Context: an optimization exercise on an open-source flow, tuned for small area and a short achievable clock period. The choices shown serve that exercise and are no tape-out recipe. Function was not checked in any run shown here: the RTL went through the layout flow alone. Power and IR drop assume default switching activity.

==> flow/design.v <==
module marduk_irq_arb (
    input  wire       rx,
    input  wire       tx,
    input  wire       key,
    input  wire       vblank,
    input  wire [7:0] mask,
    output wire       active,
    output wire [2:0] vector,
    output wire [7:0] portb
);
    wire r7 = rx     & mask[7];
    wire r6 = tx     & mask[6];
    wire r5 = key    & mask[5];
    wire r4 = vblank & mask[4];
    assign active = r7 | r6 | r5 | r4;
    assign vector[2] = active;
    assign vector[1] = r7 | r6;
    assign vector[0] = r7 | (!r6 & r5);
    assign portb = {4'b0000, vector, active};
endmodule
module marduk_kbd_queue (
    input  wire       clk,
    input  wire       rst,
    input  wire       push,
    input  wire [7:0] push_data,
    input  wire       pop,
    output reg  [7:0] head,
    output wire       empty
);
    localparam SLOTS = 255;
    reg [8*SLOTS-1:0] sr;       
    reg [7:0]         count;
    assign empty = (count == 8'd0);
    always @(posedge clk) begin
        if (push)
            sr <= {sr[8*SLOTS-9:0], push_data};
    end
    wire [15:0] lo = 16'd1 << count[3:0];
    wire [15:0] hi = 16'd1 << count[7:4];
    wire [255:0] dec;
    genvar g;
    generate
        for (g = 0; g < 256; g = g + 1) begin : g_dec
            assign dec[g] = hi[g >> 4] & lo[g & 15];
        end
    endgenerate
    localparam GROUPS = 85;                   
    wire [8*SLOTS+7:0] srx = {8'd0, sr};      
    wire [7:0] next_head;
    genvar b, k;
    generate
        for (b = 0; b < 8; b = b + 1) begin : g_bit
            wire [GROUPS-1:0] nt;
            for (k = 0; k < GROUPS; k = k + 1) begin : g_grp
                marduk_aoi222 u_aoi (
                    .a1 (dec[3*k+2]), .a2 (srx[8*(3*k)   + b]),
                    .b1 (dec[3*k+3]), .b2 (srx[8*(3*k+1) + b]),
                    .c1 (k == GROUPS-1 ? 1'b0 : dec[3*k+4]),
                    .c2 (k == GROUPS-1 ? 1'b0 : srx[8*(3*k+2) + b]),
                    .y  (nt[k])
                );
            end
            assign next_head[b] = ~&nt;
        end
    endgenerate
    wire pop_eff = pop && !empty;
    wire one     = (count == 8'd1);
    wire full    = (count == 8'd255);
    always @(posedge clk) begin
        if (rst) begin
            count <= 8'd0;
            head  <= 8'd0;
        end else begin
            if (push && !pop_eff)
                count <= count + 8'd1;
            else if (pop_eff && !push)
                count <= count - 8'd1;
            if (pop_eff) begin
                if (one)
                    head <= push ? push_data : 8'd0;
                else
                    head <= next_head;
            end else if (push) begin
                if (empty)
                    head <= push_data;
                else if (full)
                    head <= 8'd0;
            end
        end
    end
endmodule
module marduk_aoi222 (
    input  wire a1, a2, b1, b2, c1, c2,
    output wire y
);
    assign y = ~((a1 & a2) | (b1 & b2) | (c1 & c2));
endmodule
module marduk_fdc (
    input  wire       clk,
    input  wire       rst,
    input  wire       rd_data,
    input  wire       wr_cmd,
    input  wire       wr_track,
    input  wire       wr_sector,
    input  wire       wr_data,
    input  wire       wr_sel,
    input  wire [7:0] wdata,
    input  wire [1:0] raddr,       
    output reg  [7:0] rdata,
    input  wire       tick,
    input  wire [1:0] disk_present,
    input  wire [1:0] disk_size0,
    input  wire [1:0] disk_size1,
    input  wire [7:0] disk_rdata,
    output wire       disk_drive,
    output wire [10:0] disk_lba,
    output wire [9:0] disk_offset
);
    localparam [7:0]  RATE_CODE    = 8'h02;
    localparam [11:0] INDEX_PERIOD = 12'd3144;
    reg        strm;              
    reg        busy, seek_err, not_ready;
    reg [7:0]  track, sector, data;
    reg        sel_ok, sel_b0;    
    reg        stream_valid;      
    reg        stream_id;         
    reg        k_sec, k_diag;     
    reg [9:0]  cursor;
    reg [15:0] snap;
    reg [11:0] rot;
    reg [1:0]  present_q;
    function [7:0] sync_pattern(input [5:0] idx);
        begin
            if (idx < 6'd16)      sync_pattern = 8'h4E;
            else if (idx < 6'd28) sync_pattern = 8'h00;
            else if (idx < 6'd31) sync_pattern = 8'hA1;
            else case (idx)
                6'd31:   sync_pattern = 8'hFE;
                6'd34:   sync_pattern = 8'h01;
                6'd35:   sync_pattern = 8'h03;
                6'd36,
                6'd37:   sync_pattern = 8'hF7;
                default: sync_pattern = 8'h00;
            endcase
        end
    endfunction
    wire [1:0] size_sel    = sel_b0 ? disk_size1 : disk_size0;
    wire       sel_present = sel_ok && (sel_b0 ? disk_present[1] : disk_present[0]);
    wire sector_ok = (sector != 8'd0) && (sector <= 8'd5);
    reg  track_ok;
    always @(*) begin
        case (size_sel)
            2'd0:    track_ok = track < 8'd40;
            2'd1:    track_ok = track < 8'd80;
            default: track_ok = track < 8'd160;
        endcase
    end
    wire [9:0] req_lba = {track, 2'b00} + {2'b00, track} + {7'd0, sector[2:0]} - 10'd1;
    wire last = k_sec  ? (cursor == 10'd1023) :
                k_diag ? (cursor[5:0] == 6'd37) : (cursor[2:0] == 3'd5);
    reg [7:0] stream_byte;
    always @(*) begin
        if (k_sec)
            stream_byte = disk_rdata;
        else if (k_diag)
            stream_byte = sync_pattern(cursor[5:0]);
        else begin
            case (cursor[2:0])
                3'd0:    stream_byte = snap[7:0];
                3'd2:    stream_byte = snap[15:8];
                3'd3:    stream_byte = RATE_CODE;
                default: stream_byte = 8'h00;
            endcase
        end
    end
    assign disk_drive  = stream_id;
    assign disk_lba    = {1'b0, snap[9:0]};
    assign disk_offset = cursor;
    wire [1:0] ejected   = present_q & ~disk_present;
    wire       abort     = strm && stream_valid && (stream_id ? ejected[1] : ejected[0]);
    wire       streaming = strm && !abort;
    wire index_active = (rot == 12'd0) && sel_present;
    always @(*) begin
        case (raddr)
            2'd0:    rdata = {not_ready, 2'b00, seek_err, 2'b00,
                              streaming || index_active, streaming && busy};
            2'd1:    rdata = track;
            2'd2:    rdata = sector;
            default: rdata = streaming ? stream_byte : data;
        endcase
    end
    wire cmd_restore = wr_cmd && wdata[7:4] == 4'h0;
    wire cmd_read    = wr_cmd && wdata[7:5] == 3'b100;
    wire cmd_status  = wr_cmd && wdata[7:4] == 4'hC;
    wire cmd_ack     = wr_cmd && wdata[7:4] == 4'hD;
    wire cmd_diag    = wr_cmd && wdata[7:4] == 4'hE;
    wire read_ok     = sel_present && sector_ok && track_ok;
    wire load        = (cmd_read && read_ok) || cmd_status || cmd_diag;
    wire end_stream  = abort || (rd_data && streaming && last) ||
                       cmd_restore || cmd_read || cmd_status || cmd_diag;
    always @(posedge clk) begin
        if (rst) begin
            strm         <= 1'b0;
            busy         <= 1'b0;
            seek_err     <= 1'b0;
            not_ready    <= 1'b0;
            track        <= 8'd0;
            sector       <= 8'd0;
            data         <= 8'd0;
            sel_ok       <= 1'b1;
            sel_b0       <= 1'b0;
            stream_valid <= 1'b0;
            stream_id    <= 1'b0;
            k_sec        <= 1'b1;
            k_diag       <= 1'b0;
            cursor       <= 10'd0;
            snap         <= 16'd0;
            rot          <= 12'd0;
            present_q    <= 2'b00;
        end else begin
            present_q <= disk_present;
            if (tick)
                rot <= (rot == INDEX_PERIOD - 12'd1) ? 12'd0 : rot + 12'd1;
            if (load) begin
                strm         <= 1'b1;
                busy         <= 1'b1;
                stream_valid <= sel_ok;
                stream_id    <= sel_b0;
                cursor       <= 10'd0;
                k_sec        <= cmd_read;
                k_diag       <= cmd_diag;
                snap         <= cmd_read ? {sector[7:2], req_lba} : {sector, track};
            end else if (end_stream) begin
                strm         <= 1'b0;
                busy         <= 1'b0;
                stream_valid <= 1'b0;
            end else if (cmd_ack) begin
                busy         <= 1'b0;
            end
            if (rd_data && streaming) begin
                data   <= stream_byte;
                cursor <= cursor + 10'd1;
            end
            if (cmd_restore || cmd_ack)
                not_ready <= 1'b0;
            else if (cmd_read)
                not_ready <= !sel_present;
            if (cmd_read)
                seek_err <= sel_present && !(sector_ok && track_ok);
            if (cmd_restore)    track <= 8'd0;
            else if (wr_track)  track <= wdata;
            if (wr_sector) sector <= wdata;
            if (wr_data)   data   <= wdata;
            if (wr_sel) begin
                sel_ok <= (wdata[7:1] == 7'd0);
                sel_b0 <= wdata[0];
            end
        end
    end
endmodule
module marduk_io (
    input  wire        clk,
    input  wire        rst,
    input  wire        io_rd,
    input  wire        io_wr,
    input  wire [7:0]  io_addr,
    input  wire [7:0]  io_wdata,
    output reg  [7:0]  io_rdata,
    output wire        irq_active,
    output wire [2:0]  irq_vector,
    output wire        romdis,
    output wire [2:0]  leds,
    output wire        par_strobe,
    output wire [7:0]  par_data,
    output wire        psg_rd,
    output wire        psg_wr,
    output wire [3:0]  psg_reg,
    input  wire [7:0]  psg_rdata,
    output wire        modem_rd,
    output wire        modem_wr,
    input  wire [7:0]  modem_rdata,
    input  wire        modem_avail,
    output wire        vdp_data_rd,
    output wire        vdp_data_wr,
    output wire        vdp_ctrl_rd,
    output wire        vdp_ctrl_wr,
    input  wire [7:0]  vdp_rdata,
    input  wire        vblank_en,
    input  wire        txe,
    input  wire        key_push,
    input  wire [7:0]  key_code,
    input  wire        slice_tick,
    output wire        render,
    output wire [8:0]  render_row,
    output wire        frame_done,
    input  wire [1:0]  disk_present,
    input  wire [1:0]  disk_size0,
    input  wire [1:0]  disk_size1,
    input  wire [7:0]  disk_rdata,
    output wire        disk_drive,
    output wire [10:0] disk_lba,
    output wire [9:0]  disk_offset
);
    localparam [7:0] KEEPALIVE = 8'h94;
    reg       romdis_q, strobe_q;
    reg [2:0] leds_q;
    reg [7:0] par_latch;
    reg [3:0] psg_latch;
    reg [7:0] mask;
    reg       rx, tx, key, vblank;
    reg [8:0] row;         
    reg [5:0] kbd_idle;
    wire a_ctrl = io_addr == 8'h00;
    wire a_psgd = io_addr == 8'h40;
    wire a_psga = io_addr == 8'h41;
    wire a_hcca = io_addr == 8'h80;
    wire a_kbd  = io_addr == 8'h90;
    wire a_vdpd = io_addr == 8'hA0;
    wire a_vdpc = io_addr == 8'hA1;
    wire a_par  = io_addr == 8'hB0;
    wire a_fdc  = io_addr[7:2] == 6'b110000;    
    wire a_fsel = io_addr == 8'hCF;
    wire rd_kbd  = io_rd && a_kbd;
    wire rd_fdat = io_rd && io_addr == 8'hC3;
    wire wr_fdc  = io_wr && a_fdc;
    wire [7:0] portb;
    marduk_irq_arb u_arb (
        .rx     (rx),
        .tx     (tx),
        .key    (key),
        .vblank (vblank),
        .mask   (mask),
        .active (irq_active),
        .vector (irq_vector),
        .portb  (portb)
    );
    wire [7:0] kq_head;
    wire       kq_empty;
    wire       watchdog_fire = slice_tick && kq_empty && (kbd_idle == 6'd49);
    marduk_kbd_queue u_kq (
        .clk       (clk),
        .rst       (rst),
        .push      (key_push || watchdog_fire),
        .push_data (watchdog_fire ? KEEPALIVE : key_code),
        .pop       (rd_kbd),
        .head      (kq_head),
        .empty     (kq_empty)
    );
    wire [7:0] fdc_rdata;
    marduk_fdc u_fdc (
        .clk          (clk),
        .rst          (rst),
        .rd_data      (rd_fdat),
        .wr_cmd       (wr_fdc && io_addr[1:0] == 2'd0),
        .wr_track     (wr_fdc && io_addr[1:0] == 2'd1),
        .wr_sector    (wr_fdc && io_addr[1:0] == 2'd2),
        .wr_data      (wr_fdc && io_addr[1:0] == 2'd3),
        .wr_sel       (io_wr && a_fsel),
        .wdata        (io_wdata),
        .raddr        (io_addr[1:0]),
        .rdata        (fdc_rdata),
        .tick         (slice_tick),
        .disk_present (disk_present),
        .disk_size0   (disk_size0),
        .disk_size1   (disk_size1),
        .disk_rdata   (disk_rdata),
        .disk_drive   (disk_drive),
        .disk_lba     (disk_lba),
        .disk_offset  (disk_offset)
    );
    wire       psg_int  = psg_latch[3:1] == 3'b111;      
    wire [7:0] psg_own  = psg_latch[0] ? portb : mask;
    always @(*) begin
        if (a_psgd)
            io_rdata = psg_int ? psg_own : psg_rdata;
        else if (a_hcca)
            io_rdata = modem_rdata;
        else if (a_kbd)
            io_rdata = kq_head;
        else if (a_vdpd || a_vdpc)
            io_rdata = vdp_rdata;
        else if (a_fdc)
            io_rdata = fdc_rdata;
        else
            io_rdata = 8'hFF;
    end
    assign psg_rd      = io_rd && a_psgd && !psg_int;
    assign psg_wr      = io_wr && a_psgd;
    assign psg_reg     = psg_latch;
    assign modem_rd    = io_rd && a_hcca;
    assign modem_wr    = io_wr && a_hcca;
    assign vdp_data_rd = io_rd && a_vdpd;
    assign vdp_data_wr = io_wr && a_vdpd;
    assign vdp_ctrl_rd = io_rd && a_vdpc;
    assign vdp_ctrl_wr = io_wr && a_vdpc;
    assign romdis     = romdis_q;
    assign leds       = leds_q;
    assign par_strobe = io_wr && a_ctrl && strobe_q && !io_wdata[2];
    assign par_data   = par_latch;
    assign render     = slice_tick && row <= 9'd192;
    assign render_row = row;
    assign frame_done = slice_tick && row == 9'd262;
    always @(posedge clk) begin
        if (rst) begin
            romdis_q  <= 1'b0;
            strobe_q  <= 1'b0;
            leds_q    <= 3'd0;
            par_latch <= 8'd0;
            psg_latch <= 4'd0;
            mask      <= 8'd0;
            rx        <= 1'b0;
            tx        <= 1'b0;
            key       <= 1'b0;
            vblank    <= 1'b0;
            row       <= 9'd1;
            kbd_idle  <= 6'd0;
        end else begin
            tx <= txe;
            if (io_wr && a_ctrl) begin
                romdis_q <= io_wdata[0];
                strobe_q <= io_wdata[2];
                leds_q   <= io_wdata[5:3];
            end
            if (io_wr && a_par)  par_latch <= io_wdata;
            if (io_wr && a_psga && io_wdata[7:4] == 4'd0) psg_latch <= io_wdata[3:0];
            if (io_wr && a_psgd && psg_latch == 4'd14) mask <= io_wdata;
            if (io_rd && a_hcca) rx     <= 1'b0;
            if (rd_kbd)          key    <= 1'b0;
            if (io_rd && a_vdpc) vblank <= 1'b0;
            if (slice_tick) begin
                if (modem_avail)
                    rx <= 1'b1;
                if (!kq_empty)
                    key <= 1'b1;
                if (kq_empty && kbd_idle != 6'd49)
                    kbd_idle <= kbd_idle + 6'd1;
                else
                    kbd_idle <= 6'd0;
                if (row == 9'd262) begin
                    row <= 9'd1;
                    if (vblank_en)
                        vblank <= 1'b1;
                end else begin
                    row <= row + 9'd1;
                end
            end
        end
    end
endmodule
==> flow/run.sh <==
#!/bin/bash
# synth_recipe.tcl (not shown) runs the flow's synth.tcl, then flattens the netlist and writes it again
# the make line also repeats each setting of config.mk as NAME=value (left out here)
make -C /OpenROAD-flow-scripts/flow DESIGN_CONFIG=/design/flow/config.mk WORK_HOME=/design/flow/orfs CLKGATE_MAP_FILE= SYNTH_SCRIPT=/design/flow/synth_recipe.tcl finish
==> flow/config.mk <==
export PLATFORM = sky130hd
export DESIGN_NAME = marduk_io
export DESIGN_NICKNAME = marduk_io
export VERILOG_FILES = /design/flow/design.v
export SDC_FILE = /design/flow/constraint.sdc
export NUM_CORES = 4
export LEC_CHECK = 0
export CAP_MARGIN = 20
export CORE_MARGIN = 2
export CORE_UTILIZATION = 40
export PLACE_DENSITY = 0.6
export SLEW_MARGIN = 20
export SYNTH_HIERARCHICAL = 1
==> flow/constraint.sdc <==
create_clock -name core_clock -period 7.0 [get_ports {clk}]
set_input_delay 1.4000 -clock core_clock [delete_from_list [all_inputs] [get_ports {clk}]]
set_output_delay 1.4000 -clock core_clock [all_outputs]
set_load 0.01 [all_outputs]
==> results of run 1 <==
[modules after synthesis, one instance, submodules excluded]
module	flops+latches	area, µm²	cells	copies in the design
marduk_irq_arb	0	103.8	14	1
marduk_kbd_queue	2048	64730	2711	1
marduk_aoi222	0	10.01	1	680
marduk_io	44	2738	337	1
marduk_fdc	74	4693	588	1
[power by group]
group	internal (mW)	total [mW]	switching, mW
Sequential	15.0	15.4	0.422
Combinational	0.218	0.853	0.635
Clock	6.33	11.3	4.95
[final cells by class]
cell class,count,share of cell area [%]
antenna,5,0.01374
multi-input combinational,2001,16.16
sequential,2166,69.97
clock inverter,127,1.693
clock buffer,248,5.859
inverter,54,0.2226
tap,2640,3.628
timing repair buffer,228,2.449
[state kept, by name (all words and copies together), names as in the netlist, 2 cells and up]
register,cells
leds_q,3
kbd_idle,6
u_fdc.track,8
mask,8
u_fdc.sector,8
u_fdc.rot,12
u_kq.head,8
u_kq.sr,2032
row,9
u_kq.count,8
u_fdc.present_q,2
u_fdc.data,8
u_fdc.cursor,10
psg_latch,4
u_fdc.snap,16
par_latch,8
[logic make-up (layout without fill, tap and decap cells)]
family / count (synthesis) / in the layout / share of synthesized area [%]
buffers and inverters: 181 / 657 / 1.046
multiplexers: 59 / 59 / 0.7817
flip-flops: 2166 / 2166 / 80.57
XOR/XNOR: 29 / 29 / 0.3212
AND/OR/NAND/NOR: 918 / 918 / 5.751
adder cells (fa/ha/maj): 49 / 49 / 0.7944
AO/OA/AOI/OAI: 925 / 925 / 10.73
other: 3 / 26 / 0.01424
[layer usage]
| layer | part of all wire, % | track usage (%) | up-vias | wire length [µm] |
|---|---|---|---|---|
| met1 | 42 | 29.01 | 23700 | 88510 |
| met5 | 0.0053 | 0 | - | 11 |
| met2 | 46 | 30.53 | 2448 | 96120 |
| met4 | 2.8 | 5.970 | 2 | 5828 |
| met3 | 9.1 | 3.738 | 302 | 18990 |
| li1 | - | - | 19680 | - |
[cells in the mapped netlist, drive strengths merged, types with 5 or more instances]
cell type	instances
nand2b	17
xnor2	13
a22oi	13
a211oi	6
dfxtp	134
nand4	189
a21oi	55
and3	11
o221ai	11
a221oi	10
o211ai	8
edfxtp	2032
nand2	104
or3b	6
ha	47
a311oi	17
o21a	11
nand3	42
o31ai	5
and2	8
xor2	16
inv	54
or3	13
clkbuf	82
nor4	47
a21o	6
o21ai	53
a31oi	19
nor3	33
buf	45
or4	6
nor3b	12
mux2i	55
a32oi	7
or2	10
nor2	378
nor2b	25
and4	8
a222oi	680
[worst min-delay path by stage]
stage                       start       endpoint  slack, ps  cells after the start
finish              u_kq.sr[1638]  u_kq.sr[1646]        400                      0
global route        u_kq.sr[1638]  u_kq.sr[1646]        400                      0
CTS                 u_kq.sr[1638]  u_kq.sr[1646]        390                      0
detailed placement  u_kq.sr[1546]  u_kq.sr[1554]        430                      0
global placement    u_kq.sr[1381]  u_kq.sr[1389]        430                      0
floorplan           u_kq.sr[1008]  u_kq.sr[1016]        430                      0
[metrics by stage]
step | instances | setup slack, ps | instance area, µm² | utilization, %
floorplan | 4348 | -11700 | 79230 | -
global placement | 7088 | 1180 | 84120 | 42.74
detailed placement | 7089 | 1165 | 84130 | 42.75
CTS | 7464 | 1132 | 91010 | 46.24
global route | 7465 | 893.4 | 91030 | 46.25
finish | 7469 | 1147 | 91040 | 46.26
==> impl_metrics.env, run 1 <==
export IMPL_start_util_pct=40.17
export IMPL_crit_path_start_kind="flop"
export IMPL_path_cells="inv_1, ha_1, o21ai_0, o22ai_1, a221oi_1, a21oi_1, mux4_2, o221ai_1, a22oi_1, clkdlybuf4s50_1"
export IMPL_synth_top_cell_area_share_pct=77.17
export IMPL_wl_mm=209.5
export IMPL_timing_reg2reg_worst_path_depth=9
export IMPL_clock_skew_ps=77.51
export IMPL_cts_hold_buf=0
export IMPL_die_h_um=448.6
export IMPL_final_common_cell="edfxtp_1"
export IMPL_post_cts_buffers=0
export IMPL_drc=0
export IMPL_syn_to_final_growth_pct=15.15
export IMPL_grt_use_total_pct=19.95
export IMPL_min_period_ps=5853
export IMPL_cts_clk_slew_worst_paths_ps=70
export IMPL_grt_pass1_wl_mm=300.2
export IMPL_ir_drop_uv=260.7
export IMPL_clk_path_buf_depth=3
export IMPL_yosys_top_cells_area="edfxtp_1 77%, a222oi_1 8.6%, dfxtp_1 3.4%, nor2_1 1.8%, nand4_1 1.5%"
export IMPL_dieArea_um2=201200
export IMPL_io_pins=141
export IMPL_tightest_slew_ps=1244
export IMPL_status="complete, no violations"
export IMPL_synth_async_reset_ratio_pct=0
export IMPL_vias=46140
export IMPL_nets=4778
export IMPL_grt_max_degree=194
export IMPL_p_leak_nw=29.39
export IMPL_first_global_vias=43360
export IMPL_synth_edff_count=2032
export IMPL_synthCells=4330
export IMPL_post_route_period_util_pct=83.62
export IMPL_end_kind="output pin"
export IMPL_startpoint="u_fdc.cursor[1]"
export IMPL_die_x_um=448.6
export IMPL_cp_max_fo=11
export IMPL_cpPeakStageDelay_ps=540
export IMPL_hp_class="reg2reg"
export IMPL_path_buf_inv=2
export IMPL_regToRegEndpoint="u_kq.head[2]"
export IMPL_ys_seq_area_share_pct=80.57
export IMPL_register_area_um2=63700
export IMPL_cap_violations=0
export IMPL_r2r_slack_ps=1790
export IMPL_syn_avg_cell_area_um2=18.26
export IMPL_multi_input_area_um2=14720
export IMPL_synth_flop_cell="edfxtp_1"
export IMPL_grt_ovfl_total=0
export IMPL_port_buffers=139
export IMPL_tns_ps=0
export IMPL_yosys_warnings=9
export IMPL_synth_cell_types=77
export IMPL_rows=163
export IMPL_ant_nets=0
export IMPL_ys_seq_elements=2166
export IMPL_cp_arrival_ps=4450
export IMPL_rsz0062_at_grt="false"
export IMPL_synthesis_area_um2=79070
export IMPL_drive_gt1_share_pct=9.183
export IMPL_crit_end="io_rdata[7]"
export IMPL_wl_per_cell_um=28.04
export IMPL_fillCellCount=16560
export IMPL_setup_viol=0
export IMPL_clock_sinks=2166
export IMPL_firstDrtPassIters=14
export IMPL_critPathKind="reg2out"
export IMPL_hold_viol=0
export IMPL_slew_headroom_pct=16.30
export IMPL_critical_path_slowest_cell="a221oi_1"
export IMPL_htreeDepth=4
export IMPL_dp_hpwl_mm=142.9
export IMPL_ctsResizeCount=0
export IMPL_gp_congestion=0.9089
export IMPL_insertion_delay_ps=870
export IMPL_vias_per_cell=6.177
export IMPL_numCtsBuffers=207
export IMPL_grt_antenna_before_repair=8
export IMPL_fmax_mhz=170.8
export IMPL_final_cell_mix="2032 x edfxtp_1, 680 x a222oi_1, 374 x nor2_1"
export IMPL_holdWs_ps=399.5
export IMPL_power_density_nw_per_um2=302.4
export IMPL_path_depth=10
export IMPL_power_mw=27.53
export IMPL_r2r_start="u_kq.count[2]"
export IMPL_synth_area_leader_cell="edfxtp_1"
export IMPL_required_ps=5600
export IMPL_critPathTopFamily="compound AO/OA/AOI/OAI gates"
export IMPL_root_buffer="clkbuf_16"
export IMPL_drv_slew=0
export IMPL_coreArea_um2=196800
export IMPL_cts_tree="done"
export IMPL_dr_first_iter_drc_count=9776
==> inputs of run 2 (changes only) <==
--- a/flow/config.mk
+++ b/flow/config.mk
@@ -10,4 +10,5 @@
 export CORE_UTILIZATION = 40
 export PLACE_DENSITY = 0.6
+export SETUP_SLACK_MARGIN = 3.0
 export SLEW_MARGIN = 20
 export SYNTH_HIERARCHICAL = 1
==> run 2 against run 1 <==
Global-route usage increased by 0.25 points. Highest routed layer unchanged. Sequential cell count unchanged. Synthesized cell count unchanged.
==> impl_metrics.env, run 2 <==
export IMPL_fmax_mhz=207.6
export IMPL_largest_reg_flops=2032
export IMPL_top_register="u_kq.sr"
export IMPL_end_kind="output pin"
export IMPL_synth_flop_cell="edfxtp_1"
export IMPL_ir_drop_uv=259.7
export IMPL_reg_top3="u_kq.sr (2032), u_fdc.snap (16), u_fdc.rot (12)"
export IMPL_status="complete, no violations"
export IMPL_dp_cells=7089
export IMPL_hold_viol=0
export IMPL_port_buffers=139
export IMPL_grt_use_total_pct=20.20
export IMPL_clk_path_buf_depth=3
export IMPL_hp_class="reg2reg"
export IMPL_wl_mm=212.6
export IMPL_cp_arrival_ps=3420
export IMPL_p_leak_nw=30.20
export IMPL_synth_compound_area_share_pct=10.73
export IMPL_coreArea_um2=196800
export IMPL_yosys_warnings=9
export IMPL_yosys_top_cells_area="edfxtp_1 77%, a222oi_1 8.6%, dfxtp_1 3.4%, nor2_1 1.8%, nand4_1 1.5%"
export IMPL_hp_start="u_kq.sr[1638]"
export IMPL_yosys_area_share_simple_pct=5.751
export IMPL_ys_seq_area_share_pct=80.57
export IMPL_insertion_delay_ps=870
export IMPL_io_pins=141
export IMPL_cts_hold_buf=0
export IMPL_worstHoldEndpoint="u_kq.sr[1646]"
export IMPL_drive_gt1_share_pct=13.39
export IMPL_clock_skew_ps=83.55
export IMPL_post_route_period_util_pct=68.82
export IMPL_setup_viol=0
export IMPL_power_density_nw_per_um2=298.2
export IMPL_rsz0062_at_grt="true"
export IMPL_synthesis_area_um2=79070
export IMPL_critPathKind="reg2out"
export IMPL_htreeDepth=4
export IMPL_grt_pass1_wl_mm=304.0
export IMPL_yosysMostFrequentCell="edfxtp_1"
export IMPL_drv_slew=0
export IMPL_final_common_cell="edfxtp_1"
export IMPL_synthCells=4330
export IMPL_dr_first_iter_drc_count=9427
export IMPL_synth_top_family_by_area="compound AO/OA/AOI/OAI gates"
export IMPL_cp_max_fo=5
export IMPL_nets=4854
export IMPL_min_period_ps=4817
export IMPL_wl_per_cell_um=28.20
export IMPL_tightest_slew_ps=1162
export IMPL_drc=0
export IMPL_firstDrtPassIters=10
export IMPL_synthTopCellsByCount="2032 x edfxtp_1, 680 x a222oi_1, 378 x nor2_1"
export IMPL_synth_area_leader_cell="edfxtp_1"
export IMPL_first_global_vias=43910
export IMPL_die_x_um=448.6
export IMPL_synth_top_cell_area_share_pct=77.17
export IMPL_r2r_start="u_kq.count[0]"
export IMPL_timing_reg2reg_worst_path_depth=11
export IMPL_r2r_slack_ps=2980
export IMPL_startpoint="u_fdc.cursor[0]"
export IMPL_required_ps=5600
export IMPL_rows=163
export IMPL_synth_area_mux_share_pct=0.7817
export IMPL_cts_clk_slew_worst_paths_ps=70
export IMPL_dieArea_um2=201200
export IMPL_grt_ovfl_total=0
export IMPL_synth_edff_count=2032
export IMPL_final_cell_mix="2032 x edfxtp_1, 680 x a222oi_1, 368 x nor2_1"
export IMPL_vias_per_cell=6.212
export IMPL_dp_hpwl_mm=142.9
export IMPL_numCtsBuffers=207
export IMPL_grt_max_degree=194
export IMPL_cap_violations=0
export IMPL_crit_path_start_kind="flop"
export IMPL_grt_antenna_before_repair=8
export IMPL_gp_congestion=0.9089
export IMPL_syn_avg_cell_area_um2=18.26
export IMPL_start_util_pct=40.17
export IMPL_synth_adder_area_share_pct=0.7944
export IMPL_synth_xor_area_share_pct=0.3212
export IMPL_post_layout_nonfiller_instances=7541
export IMPL_ys_seq_elements=2166
export IMPL_ant_nets=0
export IMPL_whs_path_depth=0
export IMPL_synth_cell_types=77
export IMPL_root_buffer="clkbuf_16"
export IMPL_synth_async_reset_ratio_pct=0
export IMPL_cts_tree="done"
export IMPL_tns_ps=0
export IMPL_vias=46840
export IMPL_slew_headroom_pct=22.56
export IMPL_clock_sinks=2166
export IMPL_die_h_um=448.6
export IMPL_regToRegEndpoint="u_kq.head[6]"
export IMPL_syn_to_final_growth_pct=17.21
[run 2: layout make-up]
cell class                 instances  area, µm²
clock buffer                     248       5334
multi-input combinational       2002      15550
fill                           16400     104100
inverter                          54      210.2
timing repair buffer             303       3003
tap                             2640       3303
clock inverter                   127       1541
sequential                      2166      63730
antenna                            1      2.502
[run 2: cell families after synthesis]
group / after synthesis
xor gates and xnor gates: 29
other: 3
adders and majority gates: 49
AOI/OAI and AO/OA: 925
muxes: 59
and+or+nand+nor: 918
buffers and inverters: 181
DFF: 2166
[run 2: repair_timing]
| action | in CTS | in global routing |
|---|---|---|
| pin swaps | 70 | 49 |
| endpoints found under the setup margin | 2013 | 251 |
| setup buffers | 42 | 30 |
| gates cloned | 4 | 0 |
| resized for setup | 297 | 67 |
[run 2: critical path, stage by stage, from the launching register on]
cell	delay, ps
dfxtp_4	410
inv_6	60
ha_4	160
or2_4	260
o21ai_4	170
buf_6	130
nor3_2	40
a221oi_2	320
a21oi_1	120
mux4_2	520
o221ai_2	200
a22oi_1	90
buf_2	150
[run 2: report_power, final]
group / total [mW] / switching, mW / internal, mW
sequential: 15.4 / 0.426 / 15.0
combinational: 0.955 / 0.673 / 0.282
clock: 11.3 / 4.95 / 6.33
[run 2: modules after synthesis (local to each module, per instance)]
module	flip-flops and latches	cell area, µm²	cells
marduk_io	44	2738	337
marduk_irq_arb	0	103.8	14
marduk_kbd_queue	2048	64730	2711
marduk_fdc	74	4693	588
marduk_aoi222	0	10.01	1
[run 2: worst max-delay path by stage]
stage / endpoint / cells after the start
3_3_place_gp: io_rdata[4] / 9
3_5_place_dp: io_rdata[4] / 9
6_report: io_rdata[7] / 12
4_1_cts: io_rdata[4] / 11
5_1_grt: io_rdata[4] / 11
2_1_floorplan: u_kq.count[5] / 10
[run 2: per-stage QoR]
stage / util, % / hold slack (ps) / instance area, µm² / total power, mW / setup WS, ps
2_1_floorplan: - / 425.2 / 79230 / 16.21 / -11700
3_3_place_gp: 42.74 / 427.2 / 84120 / 16.46 / 1180
3_5_place_dp: 42.75 / 431.6 / 84130 / 16.49 / 1165
4_1_cts: 46.83 / 392.7 / 92170 / 27.78 / 2134
5_1_grt: 47.09 / 398.1 / 92670 / 28.46 / 2105
6_report: 47.09 / 399.5 / 92670 / 27.63 / 2183
[run 2: routing by layer]
layer  global-route usage [%]  share of wire, %  vias to the layer above
met4                    6.076               2.8                        2
met2                    30.94                46                     2574
met5                        0            0.0061                        -
met1                    29.42                42                    24140
met3                    3.633               9.2                      309
li1                         -                 -                    19820
==> inputs of run 3 (changes only) <==
--- a/flow/design.v
+++ b/flow/design.v
@@ -106,6 +106,8 @@
     input  wire       wr_sel,
     input  wire [7:0] wdata,
-    input  wire [1:0] raddr,       
-    output reg  [7:0] rdata,
+    output wire [7:0] status,
+    output reg  [7:0] track,
+    output reg  [7:0] sector,
+    output wire [7:0] dport,
     input  wire       tick,
     input  wire [1:0] disk_present,
@@ -117,17 +119,19 @@
     output wire [9:0] disk_offset
 );
-    localparam [7:0]  RATE_CODE    = 8'h02;
-    localparam [11:0] INDEX_PERIOD = 12'd3144;
+    localparam [7:0]  RATE_CODE = 8'h02;
+    localparam [11:0] ROT_FIRST = 12'h001;    
+    localparam [11:0] ROT_LAST  = 12'h737;    
     reg        strm;              
     reg        busy, seek_err, not_ready;
-    reg [7:0]  track, sector, data;
-    reg        sel_ok, sel_b0;    
-    reg        stream_valid;      
-    reg        stream_id;         
+    reg [7:0]  data;
+    reg        sel0, sel1;        
+    reg [1:0]  on;                
+    reg [1:0]  watch;
     reg        k_sec, k_diag;     
     reg [9:0]  cursor;
-    reg [15:0] snap;
+    reg [9:0]  snap;
+    reg [7:0]  sbyte;
     reg [11:0] rot;
-    reg [1:0]  present_q;
+    reg        rot_zero;
     function [7:0] sync_pattern(input [5:0] idx);
         begin
@@ -145,6 +149,15 @@
         end
     endfunction
-    wire [1:0] size_sel    = sel_b0 ? disk_size1 : disk_size0;
-    wire       sel_present = sel_ok && (sel_b0 ? disk_present[1] : disk_present[0]);
+    function [7:0] status_pattern(input [2:0] idx, input [7:0] sec);
+        begin
+            case (idx)
+                3'd2:    status_pattern = sec;
+                3'd3:    status_pattern = RATE_CODE;
+                default: status_pattern = 8'h00;
+            endcase
+        end
+    endfunction
+    wire [1:0] size_sel    = sel1 ? disk_size1 : disk_size0;
+    wire       sel_present = (sel0 && disk_present[0]) || (sel1 && disk_present[1]);
     wire sector_ok = (sector != 8'd0) && (sector <= 8'd5);
     reg  track_ok;
@@ -159,35 +172,14 @@
     wire last = k_sec  ? (cursor == 10'd1023) :
                 k_diag ? (cursor[5:0] == 6'd37) : (cursor[2:0] == 3'd5);
-    reg [7:0] stream_byte;
-    always @(*) begin
-        if (k_sec)
-            stream_byte = disk_rdata;
-        else if (k_diag)
-            stream_byte = sync_pattern(cursor[5:0]);
-        else begin
-            case (cursor[2:0])
-                3'd0:    stream_byte = snap[7:0];
-                3'd2:    stream_byte = snap[15:8];
-                3'd3:    stream_byte = RATE_CODE;
-                default: stream_byte = 8'h00;
-            endcase
-        end
-    end
-    assign disk_drive  = stream_id;
-    assign disk_lba    = {1'b0, snap[9:0]};
+    wire [9:0] cursor_inc  = cursor + 10'd1;
+    wire [7:0] stream_byte = k_sec ? disk_rdata : sbyte;
+    assign disk_drive  = on[1];
+    assign disk_lba    = {1'b0, snap};
     assign disk_offset = cursor;
-    wire [1:0] ejected   = present_q & ~disk_present;
-    wire       abort     = strm && stream_valid && (stream_id ? ejected[1] : ejected[0]);
-    wire       streaming = strm && !abort;
-    wire index_active = (rot == 12'd0) && sel_present;
-    always @(*) begin
-        case (raddr)
-            2'd0:    rdata = {not_ready, 2'b00, seek_err, 2'b00,
-                              streaming || index_active, streaming && busy};
-            2'd1:    rdata = track;
-            2'd2:    rdata = sector;
-            default: rdata = streaming ? stream_byte : data;
-        endcase
-    end
+    wire abort     = (watch[0] && !disk_present[0]) || (watch[1] && !disk_present[1]);
+    wire streaming = strm && !abort;
+    assign status = {not_ready, 2'b00, seek_err, 2'b00,
+                     streaming || (rot_zero && sel_present), streaming && busy};
+    assign dport  = streaming ? stream_byte : data;
     wire cmd_restore = wr_cmd && wdata[7:4] == 4'h0;
     wire cmd_read    = wr_cmd && wdata[7:5] == 3'b100;
@@ -201,44 +193,52 @@
     always @(posedge clk) begin
         if (rst) begin
-            strm         <= 1'b0;
-            busy         <= 1'b0;
-            seek_err     <= 1'b0;
-            not_ready    <= 1'b0;
-            track        <= 8'd0;
-            sector       <= 8'd0;
-            data         <= 8'd0;
-            sel_ok       <= 1'b1;
-            sel_b0       <= 1'b0;
-            stream_valid <= 1'b0;
-            stream_id    <= 1'b0;
-            k_sec        <= 1'b1;
-            k_diag       <= 1'b0;
-            cursor       <= 10'd0;
-            snap         <= 16'd0;
-            rot          <= 12'd0;
-            present_q    <= 2'b00;
+            strm      <= 1'b0;
+            busy      <= 1'b0;
+            seek_err  <= 1'b0;
+            not_ready <= 1'b0;
+            track     <= 8'd0;
+            sector    <= 8'd0;
+            data      <= 8'd0;
+            sel0      <= 1'b1;
+            sel1      <= 1'b0;
+            on        <= 2'b00;
+            watch     <= 2'b00;
+            k_sec     <= 1'b1;
+            k_diag    <= 1'b0;
+            cursor    <= 10'd0;
+            snap      <= 10'd0;
+            sbyte     <= 8'd0;
+            rot       <= ROT_FIRST;
+            rot_zero  <= 1'b1;
         end else begin
-            present_q <= disk_present;
-            if (tick)
-                rot <= (rot == INDEX_PERIOD - 12'd1) ? 12'd0 : rot + 12'd1;
+            if (tick) begin
+                rot      <= (rot == ROT_LAST) ? ROT_FIRST : {rot[10:0], rot[11] ^ rot[10] ^ rot[9] ^ rot[3]};
+                rot_zero <= (rot == ROT_LAST);
+            end
             if (load) begin
-                strm         <= 1'b1;
-                busy         <= 1'b1;
-                stream_valid <= sel_ok;
-                stream_id    <= sel_b0;
-                cursor       <= 10'd0;
-                k_sec        <= cmd_read;
-                k_diag       <= cmd_diag;
-                snap         <= cmd_read ? {sector[7:2], req_lba} : {sector, track};
+                strm      <= 1'b1;
+                busy      <= 1'b1;
+                on        <= {sel1, sel0};
+                watch     <= {sel1 && disk_present[1], sel0 && disk_present[0]};
+                cursor    <= 10'd0;
+                k_sec     <= cmd_read;
+                k_diag    <= cmd_diag;
+                snap      <= cmd_read ? req_lba : {2'b00, sector};
+                sbyte     <= cmd_diag ? 8'h4E : track;
             end else if (end_stream) begin
-                strm         <= 1'b0;
-                busy         <= 1'b0;
-                stream_valid <= 1'b0;
-            end else if (cmd_ack) begin
-                busy         <= 1'b0;
+                strm      <= 1'b0;
+                busy      <= 1'b0;
+                on        <= 2'b00;
+                watch     <= 2'b00;
+            end else begin
+                watch     <= on & disk_present;
+                if (cmd_ack)
+                    busy  <= 1'b0;
             end
             if (rd_data && streaming) begin
                 data   <= stream_byte;
-                cursor <= cursor + 10'd1;
+                cursor <= cursor_inc;
+                sbyte  <= k_diag ? sync_pattern(cursor_inc[5:0])
+                                 : status_pattern(cursor_inc[2:0], snap[7:0]);
             end
             if (cmd_restore || cmd_ack)
@@ -253,6 +253,6 @@
             if (wr_data)   data   <= wdata;
             if (wr_sel) begin
-                sel_ok <= (wdata[7:1] == 7'd0);
-                sel_b0 <= wdata[0];
+                sel0 <= (wdata == 8'd0);
+                sel1 <= (wdata == 8'd1);
             end
         end
@@ -303,4 +303,6 @@
 );
     localparam [7:0] KEEPALIVE = 8'h94;
+    localparam [5:0] KBD_IDLE0  = 6'h01;     
+    localparam [5:0] KBD_IDLE49 = 6'h1A;     
     reg       romdis_q, strobe_q;
     reg [2:0] leds_q;
@@ -310,5 +312,7 @@
     reg       rx, tx, key, vblank;
     reg [8:0] row;         
-    reg [5:0] kbd_idle;
+    reg       row_vis;     
+    reg       row_last;    
+    reg [5:0] kbd_idle;    
     wire a_ctrl = io_addr == 8'h00;
     wire a_psgd = io_addr == 8'h40;
@@ -337,5 +341,5 @@
     wire [7:0] kq_head;
     wire       kq_empty;
-    wire       watchdog_fire = slice_tick && kq_empty && (kbd_idle == 6'd49);
+    wire       watchdog_fire = slice_tick && kq_empty && (kbd_idle == KBD_IDLE49);
     marduk_kbd_queue u_kq (
         .clk       (clk),
@@ -347,5 +351,5 @@
         .empty     (kq_empty)
     );
-    wire [7:0] fdc_rdata;
+    wire [7:0] fdc_status, fdc_track, fdc_sector, fdc_dport;
     marduk_fdc u_fdc (
         .clk          (clk),
@@ -358,6 +362,8 @@
         .wr_sel       (io_wr && a_fsel),
         .wdata        (io_wdata),
-        .raddr        (io_addr[1:0]),
-        .rdata        (fdc_rdata),
+        .status       (fdc_status),
+        .track        (fdc_track),
+        .sector       (fdc_sector),
+        .dport        (fdc_dport),
         .tick         (slice_tick),
         .disk_present (disk_present),
@@ -381,5 +387,10 @@
             io_rdata = vdp_rdata;
         else if (a_fdc)
-            io_rdata = fdc_rdata;
+            case (io_addr[1:0])
+                2'd0:    io_rdata = fdc_status;
+                2'd1:    io_rdata = fdc_track;
+                2'd2:    io_rdata = fdc_sector;
+                default: io_rdata = fdc_dport;
+            endcase
         else
             io_rdata = 8'hFF;
@@ -398,7 +409,7 @@
     assign par_strobe = io_wr && a_ctrl && strobe_q && !io_wdata[2];
     assign par_data   = par_latch;
-    assign render     = slice_tick && row <= 9'd192;
+    assign render     = slice_tick && row_vis;
     assign render_row = row;
-    assign frame_done = slice_tick && row == 9'd262;
+    assign frame_done = slice_tick && row_last;
     always @(posedge clk) begin
         if (rst) begin
@@ -414,5 +425,7 @@
             vblank    <= 1'b0;
             row       <= 9'd1;
-            kbd_idle  <= 6'd0;
+            row_vis   <= 1'b1;
+            row_last  <= 1'b0;
+            kbd_idle  <= KBD_IDLE0;
         end else begin
             tx <= txe;
@@ -433,9 +446,11 @@
                 if (!kq_empty)
                     key <= 1'b1;
-                if (kq_empty && kbd_idle != 6'd49)
-                    kbd_idle <= kbd_idle + 6'd1;
+                if (kq_empty && kbd_idle != KBD_IDLE49)
+                    kbd_idle <= {kbd_idle[4:0], kbd_idle[5] ^ kbd_idle[4]};
                 else
-                    kbd_idle <= 6'd0;
-                if (row == 9'd262) begin
+                    kbd_idle <= KBD_IDLE0;
+                row_vis  <= row_last || row <= 9'd191;
+                row_last <= row == 9'd261;
+                if (row_last) begin
                     row <= 9'd1;
                     if (vblank_en)
==> run 3 against run 2 <==
Clock power about the same. First-iteration DRC count increased by 4.5%. Maximum frequency increased by 5.3%. Power decreased by 0.93%. Highest routed layer unchanged. Critical endpoint is now io_rdata[3]. Combinational power down 2.8%. Sequential power about the same. Final cell count down 0.17%. Still clean on timing, DRC and antenna. Global-route usage up 0.51 points.
==> impl_metrics.env, run 3 <==
export IMPL_status="complete, no violations"
export IMPL_firstDrtPassIters=11
export IMPL_port_buffers=139
export IMPL_vias=46840
export IMPL_ys_seq_elements=2171
export IMPL_cap_violations=0
export IMPL_tightest_slew_ps=1170
export IMPL_dr_first_iter_drc_count=9847
export IMPL_required_ps=5600
export IMPL_vias_per_cell=6.223
export IMPL_power_density_nw_per_um2=297.0
export IMPL_insertion_delay_ps=840
export IMPL_syn_to_final_growth_pct=16.20
export IMPL_wl_per_cell_um=28.81
export IMPL_path_buf_inv=3
export IMPL_synthCells=4324
export IMPL_start_util_pct=40.23
export IMPL_reg_top3="u_kq.sr (2032), u_fdc.rot (12)"
export IMPL_synthTopCellsByCount="2032 x edfxtp_1, 680 x a222oi_1, 405 x nor2_1"
export IMPL_dp_hpwl_mm=145.1
export IMPL_synthesis_area_um2=79330
export IMPL_synth_edff_count=2032
export IMPL_final_common_cell="edfxtp_1"
export IMPL_drive_gt1_share_pct=12.38
export IMPL_ant_nets=0
export IMPL_synth_xor_area_share_pct=0.2098
export IMPL_die_x_um=449.4
export IMPL_clock_skew_ps=28.18
export IMPL_ir_drop_uv=226.0
export IMPL_synth_top_cell_area_share_pct=76.91
export IMPL_grt_antenna_before_repair=13
export IMPL_top_register="u_kq.sr"
export IMPL_grt_ovfl_total=0
export IMPL_rsz0062_at_grt="true"
export IMPL_cp_arrival_ps=3180
export IMPL_setup_viol=0
export IMPL_synth_top_family_by_area="compound AO/OA/AOI/OAI gates"
export IMPL_synth_flop_cell="edfxtp_1"
export IMPL_synth_cell_types=93
export IMPL_grt_max_degree=206
export IMPL_critPathKind="in2out"
export IMPL_cts_clk_slew_worst_paths_ps=60
export IMPL_yosys_top_cells_area="edfxtp_1 77%, a222oi_1 8.6%, dfxtp_1 3.5%, nor2_1 1.9%, nand4_1 1.4%"
export IMPL_cpPeakStageDelay_ps=510
export IMPL_drc=0
export IMPL_synth_adder_area_share_pct=0.7286
export IMPL_htreeDepth=4
export IMPL_yosys_area_share_simple_pct=5.867
export IMPL_nets=4828
export IMPL_ys_seq_area_share_pct=80.42
export IMPL_cts_hold_buf=0
export IMPL_grt_pass1_wl_mm=311.9
export IMPL_fmax_mhz=218.5
export IMPL_synth_compound_area_share_pct=10.55
export IMPL_drv_slew=0
export IMPL_crit_path_start_kind="input pin"
export IMPL_yosysMostFrequentCell="edfxtp_1"
export IMPL_synth_area_mux_share_pct=1.249
export IMPL_synth_area_leader_cell="edfxtp_1"
export IMPL_path_cells="buf_8, nor2b_4, or3b_4, buf_6, nand2_2, o21ai_1, mux4_2, o22ai_2, o22ai_2, buf_2"
export IMPL_cp_max_fo=7
export IMPL_wl_mm=216.9
export IMPL_cts_tree="done"
export IMPL_yosys_warnings=9
export IMPL_clock_sinks=2171
export IMPL_dieArea_um2=201900
export IMPL_post_route_period_util_pct=65.37
export IMPL_root_buffer="clkbuf_16"
export IMPL_rows=163
export IMPL_clk_path_buf_depth=3
export IMPL_hold_viol=0
export IMPL_final_cell_mix="2032 x edfxtp_1, 680 x a222oi_1, 390 x nor2_1"
export IMPL_synth_async_reset_ratio_pct=0
export IMPL_end_kind="output pin"
export IMPL_first_global_vias=44340
export IMPL_min_period_ps=4576
export IMPL_coreArea_um2=197200
export IMPL_numCtsBuffers=209
export IMPL_slew_headroom_pct=21.97
export IMPL_die_h_um=449.4
export IMPL_syn_avg_cell_area_um2=18.35
export IMPL_critical_path_slowest_cell="mux4_2"
export IMPL_gp_congestion=0.8812
export IMPL_io_pins=141
export IMPL_grt_use_total_pct=20.71
export IMPL_tns_ps=0
export IMPL_r2r_slack_ps=3060
export IMPL_critPathTopFamily="simple AND/OR/NAND/NOR gates"
export IMPL_power_mw=27.38
export IMPL_largest_reg_flops=2032
export IMPL_path_common_cell="o22ai_2"
export IMPL_hp_class="reg2reg"
export IMPL_p_leak_nw=30.20
-- run 3: changes by cell type after synthesis, sizes merged, moves of 9 or more --
cell    before  now
a221oi      10    1
a22oi       13    3
nor2       378  405
o221ai      11    2
nand2      104   88
mux2i       55   81
a211oi       6   18
-- run 3: per-layer routing --
layer,vias up,part of all wire (%),global-route usage (%)
met5,-,0.022,0
met4,5,3.3,6.624
met3,351,9.2,3.775
met2,2659,47,32.41
met1,24030,41,29.36
li1,19800,-,-
-- run 3: cells by family after synthesis --
kind of cell | after synthesis
other | 3
XOR/XNOR | 19
flip-flops | 2171
adder cells (fa/ha/maj) | 45
multiplexers | 89
AO/OA/AOI/OAI | 906
AND/OR/NAND/NOR | 923
buffers and inverters | 168
-- run 3: repair_timing --
action                     in CTS  in global routing
cloned                          2                  0
setup buffers                  43                 20
gates resized for setup       250                 57
pin swaps                      62                 41
setup endpoints to repair    1847                 23
-- run 3: per-module statistics from Yosys (local to each module, per instance) --
module | area [µm²] | cells inside
marduk_irq_arb | 103.8 | 14
marduk_fdc | 4708 | 565
marduk_io | 2990 | 354
marduk_aoi222 | 10.01 | 1
marduk_kbd_queue | 64730 | 2711
-- run 3: report_power, final --
part	internal [mW]	switching (mW)	total, mW	leakage (nW)
logic	0.260	0.668	0.928	5.98
registers	15.0	0.437	15.4	21.0
clock network	6.17	4.84	11.0	3.21
-- run 3: path summary, 6_finish.rpt --
| path | endpoint | cells past startpoint | startpoint |
|---|---|---|---|
| hold / removal | u_kq.sr[859] | 0 | u_kq.sr[851] |
| setup / recovery | io_rdata[3] | 10 | disk_present[1] |
| hold reg to reg | u_kq.sr[859] | 0 | u_kq.sr[851] |
| setup reg to reg | u_kq.head[3] | 11 | u_kq.count[1] |
-- run 3: per-stage QoR --
stage,setup WS (ps),hold WS (ps),std cells,utilization (%),cell area (µm²)
6_report,2424,434.2,7528,46.75,92190
5_1_grt,2398,444.8,7527,46.74,92190
4_1_cts,2450,429.6,7504,46.58,91860
3_5_place_dp,1116,431.7,7075,42.78,84370
3_3_place_gp,1121,425.3,7075,42.77,84350
2_1_floorplan,-11520,425.2,4346,-,79520
-- run 3: worst register-to-register path, stage by stage (launching register included) --
cell      delay, ps
dfxtp_4         400
inv_4            60
ha_1            300
or3b_4          320
buf_4           310
nor2_1          240
a222oi_1        660
nand4_1         390
nor4_4          460
nand4_1         260
o21ai_1         270
a311oi_1        120
-- run 3: layout make-up --
class                   count  area [µm²]
fillers                 16510      105000
flip-flops and latches   2171       63810
multi-input cells        2009       15650
clock buffers             258        5478
well taps                2640        3303
repair buffers            270        2626
clock inverters           126        1111
inverters                  51       198.9
diodes                      3       7.507
==> inputs of run 4 (changes only) <==
--- a/flow/config.mk
+++ b/flow/config.mk
@@ -8,6 +8,7 @@
 export CAP_MARGIN = 20
 export CORE_MARGIN = 2
-export CORE_UTILIZATION = 40
-export PLACE_DENSITY = 0.6
+export CORE_UTILIZATION = 50
+export CTS_BUF_LIST = sky130_fd_sc_hd__clkbuf_4 sky130_fd_sc_hd__clkbuf_8
+export PLACE_DENSITY = 0.65
 export SETUP_SLACK_MARGIN = 3.0
 export SLEW_MARGIN = 20
==> run 4 against run 3 <==
Hold slack got worse by 28 ps. Final cell count fell by 4.6%. Die area is 20% lower. Synthesized cell count is the same. Clock power fell by 5%. Combinational power about the same.
==> impl_metrics.env, run 4 <==
export IMPL_required_ps=5600
export IMPL_synthesis_area_um2=79330
export IMPL_worstHoldEndpoint="u_kq.sr[658]"
export IMPL_syn_avg_cell_area_um2=18.35
export IMPL_r2r_slack_ps=2870
export IMPL_synth_area_leader_cell="edfxtp_1"
export IMPL_yosysMostFrequentCell="edfxtp_1"
export IMPL_crit_path_start_kind="input pin"
export IMPL_drc=0
export IMPL_ir_drop_uv=232.9
export IMPL_min_period_ps=4513
export IMPL_io_pins=141
export IMPL_synthTopCellsByCount="2032 x edfxtp_1, 680 x a222oi_1, 405 x nor2_1"
export IMPL_cts_clk_slew_worst_paths_ps=60
export IMPL_reg_top3="u_kq.sr (2032), u_fdc.rot (12)"
export IMPL_rsz0062_at_grt="true"
export IMPL_port_buffers=139
export IMPL_cp_max_fo=2
export IMPL_synth_flop_cell="edfxtp_1"
export IMPL_tightest_slew_ps=1249
export IMPL_yosys_warnings=9
export IMPL_syn_to_final_growth_pct=15.39
export IMPL_power_density_nw_per_um2=293.5
export IMPL_hold_viol=0
export IMPL_ant_nets=0
export IMPL_clock_sinks=2171
export IMPL_end_kind="output pin"
export IMPL_critPathKind="in2out"
export IMPL_htreeDepth=5
export IMPL_grt_ovfl_total=0
export IMPL_cap_violations=0
export IMPL_ys_seq_elements=2171
export IMPL_synth_top_cell_area_share_pct=76.91
export IMPL_yosys_top_cells_area="edfxtp_1 77%, a222oi_1 8.6%, dfxtp_1 3.5%, nor2_1 1.9%, nand4_1 1.4%"
export IMPL_firstDrtPassIters=13
export IMPL_start_util_pct=50.21
export IMPL_p_leak_nw=30.48
export IMPL_setup_viol=0
export IMPL_synth_async_reset_ratio_pct=0
export IMPL_coreArea_um2=158000
export IMPL_post_place_ws_ps=1301
export IMPL_grt_antenna_before_repair=11
export IMPL_final_cell_mix="2032 x edfxtp_1, 680 x a222oi_1, 400 x nor2_1"
export IMPL_gp_congestion=0.9138
export IMPL_hp_class="reg2reg"
export IMPL_dieArea_um2=161900
export IMPL_dp_hpwl_mm=143.6
export IMPL_rows=146
export IMPL_regToRegEndpoint="u_kq.head[1]"
export IMPL_fmax_mhz=221.6
export IMPL_grt_use_total_pct=25.94
export IMPL_post_route_period_util_pct=64.47
export IMPL_tns_ps=0
export IMPL_wl_per_cell_um=30.15
export IMPL_largest_reg_flops=2032
export IMPL_r2r_start="u_kq.count[0]"
export IMPL_cts_tree="done"
export IMPL_insertion_delay_ps=1010
export IMPL_first_global_vias=45780
export IMPL_drive_gt1_share_pct=16.79
export IMPL_final_util_pct=57.94
export IMPL_vias_per_cell=6.707
export IMPL_ys_seq_area_share_pct=80.42
export IMPL_clk_path_buf_depth=4
export IMPL_timing_reg2reg_worst_path_depth=10
export IMPL_grt_pass1_wl_mm=309.1
export IMPL_status="complete, no violations"
export IMPL_synthCells=4324
export IMPL_synth_cell_types=93
export IMPL_numCtsBuffers=360
export IMPL_vias=48150
export IMPL_dr_first_iter_drc_count=10300
export IMPL_startpoint="disk_rdata[3]"
export IMPL_die_h_um=402.3
export IMPL_fin_ws_ps=2487
export IMPL_cp_arrival_ps=3110
export IMPL_grt_max_degree=187
export IMPL_root_buffer="clkbuf_8"
export IMPL_final_common_cell="edfxtp_1"
export IMPL_wl_mm=216.4
export IMPL_clock_skew_ps=63.81
export IMPL_whs_path_depth=0
export IMPL_hp_start="u_kq.sr[650]"
export IMPL_synth_edff_count=2032
export IMPL_drv_slew=0
export IMPL_nets=4994
export IMPL_die_x_um=402.3
export IMPL_top_register="u_kq.sr"
export IMPL_slew_headroom_pct=16.76
[run 4: cell counts after synthesis]
No cell type changed its count.
[run 4: how the worst max path moves through the flow]
stage	cells after the start	end	slack, ps
2_1_floorplan	9	u_kq.count[5]	-11520
3_3_place_gp	6	io_rdata[4]	1340
3_5_place_dp	6	io_rdata[4]	1300
4_1_cts	8	io_rdata[6]	2470
5_1_grt	8	io_rdata[6]	2430
6_report	7	io_rdata[3]	2490
[run 4: per-layer routing]
metal  vias up  part of all wire [%]  wire [µm]  global-route usage (%)
met5         -                0.0092         20                       0
met2      3093                    45      98460                   38.88
met3       436                    11      23800                   6.331
met4         4                   3.7       8041                   9.741
met1     24450                    40      86110                   37.02
li1      20160                     -          -                       -
[run 4: per-stage QoR]
step | power (mW) | instances | area (µm²) | hold WS [ps]
floorplan | 16.25 | 4346 | 79520 | 425.2
global placement | 16.49 | 6522 | 83750 | 426.8
detailed placement | 16.52 | 6527 | 83790 | 431.6
CTS | 27.00 | 7147 | 91060 | 411.2
global route | 27.70 | 7177 | 91540 | 416.5
finish | 26.87 | 7179 | 91550 | 406.1
[run 4: cell families (layout without fill, tap and decap cells)]
group	count (synthesis)	count (layout)	share of synthesized area, %
AO/OA/AOI/OAI	906	906	10.55
XOR/XNOR	19	19	0.2098
adder cells (fa/ha/maj)	45	45	0.7286
buffers and inverters	168	921	0.9573
flip-flops	2171	2171	80.42
multiplexers	89	89	1.249
other	3	29	0.01419
AND/OR/NAND/NOR	923	927	5.867
[run 4: worst max-delay path, stage by stage]
cell and delay [ps]:
clkdlybuf4s50_1 410, mux2i_2 220, o21ai_1 80, mux4_2 530, o22ai_2 210, o22ai_1 110, buf_2 150
[run 4: cell type report]
type / instances / area, µm²
Inverter: 51 / 198.9
Clock inverter: 90 / 478.0
Sequential cell: 2171 / 63820
Clock buffer: 497 / 6052
Fill cell: 11730 / 66470
Antenna cell: 4 / 10.01
Multi-Input combinational cell: 2011 / 15700
Tap cell: 2072 / 2592
Timing Repair Buffer: 283 / 2699
[run 4: repair_timing]
item | in CTS | in global routing
gates resized for setup | 201 | 103
pin swaps | 44 | 52
hold buffers | 0 | 0
cloned | 4 | 0
setup endpoints to repair | 1902 | 270
buffers inserted | 29 | 23
[run 4: power by group]
part	switching (mW)	internal (mW)	total (mW)	leakage [nW]
combinational	0.660	0.266	0.926	5.99
sequential	0.447	15.0	15.5	21.0
clock	4.85	5.64	10.5	3.47
[run 4: Yosys stat by module, one instance, submodules excluded]
module	cells inside	times used
marduk_irq_arb	14	1
marduk_kbd_queue	2711	1
marduk_aoi222	1	680
marduk_io	354	1
marduk_fdc	565	1

[port drivers added, routing unchanged]
The results above use ideal ports. As a check the final layouts listed here were re-extracted and re-timed, cells and wires unchanged.
Step 1 assumes that a clkbuf_16 drives the clock port and a buf_2 every other input.
Step 2, shift: input delay + t, output delay - t, t = (earliest + latest rising clock arrival at the registers) / 2. This alone moves slack from input paths to output paths.
a / b / c = ideal / step 1 / step 2; a / b = the first two.
run	t (ns)	slack for setup (ns)	worst setup path after step 2
run 1	0.924	1.147 / 1.058 / 1.124	input to output
run 2	0.923	2.183 / 2.093 / 2.242	input to output
run 3	0.927	2.424 / 2.364 / 2.364	input to output
run 4	1.072	2.487 / 2.438 / 2.362	input to register
After both steps setup and hold are still met in every run listed. The setup slack of run 4, which loses most, moves by -0.049 ns with the drivers and by -0.125 ns with both steps.
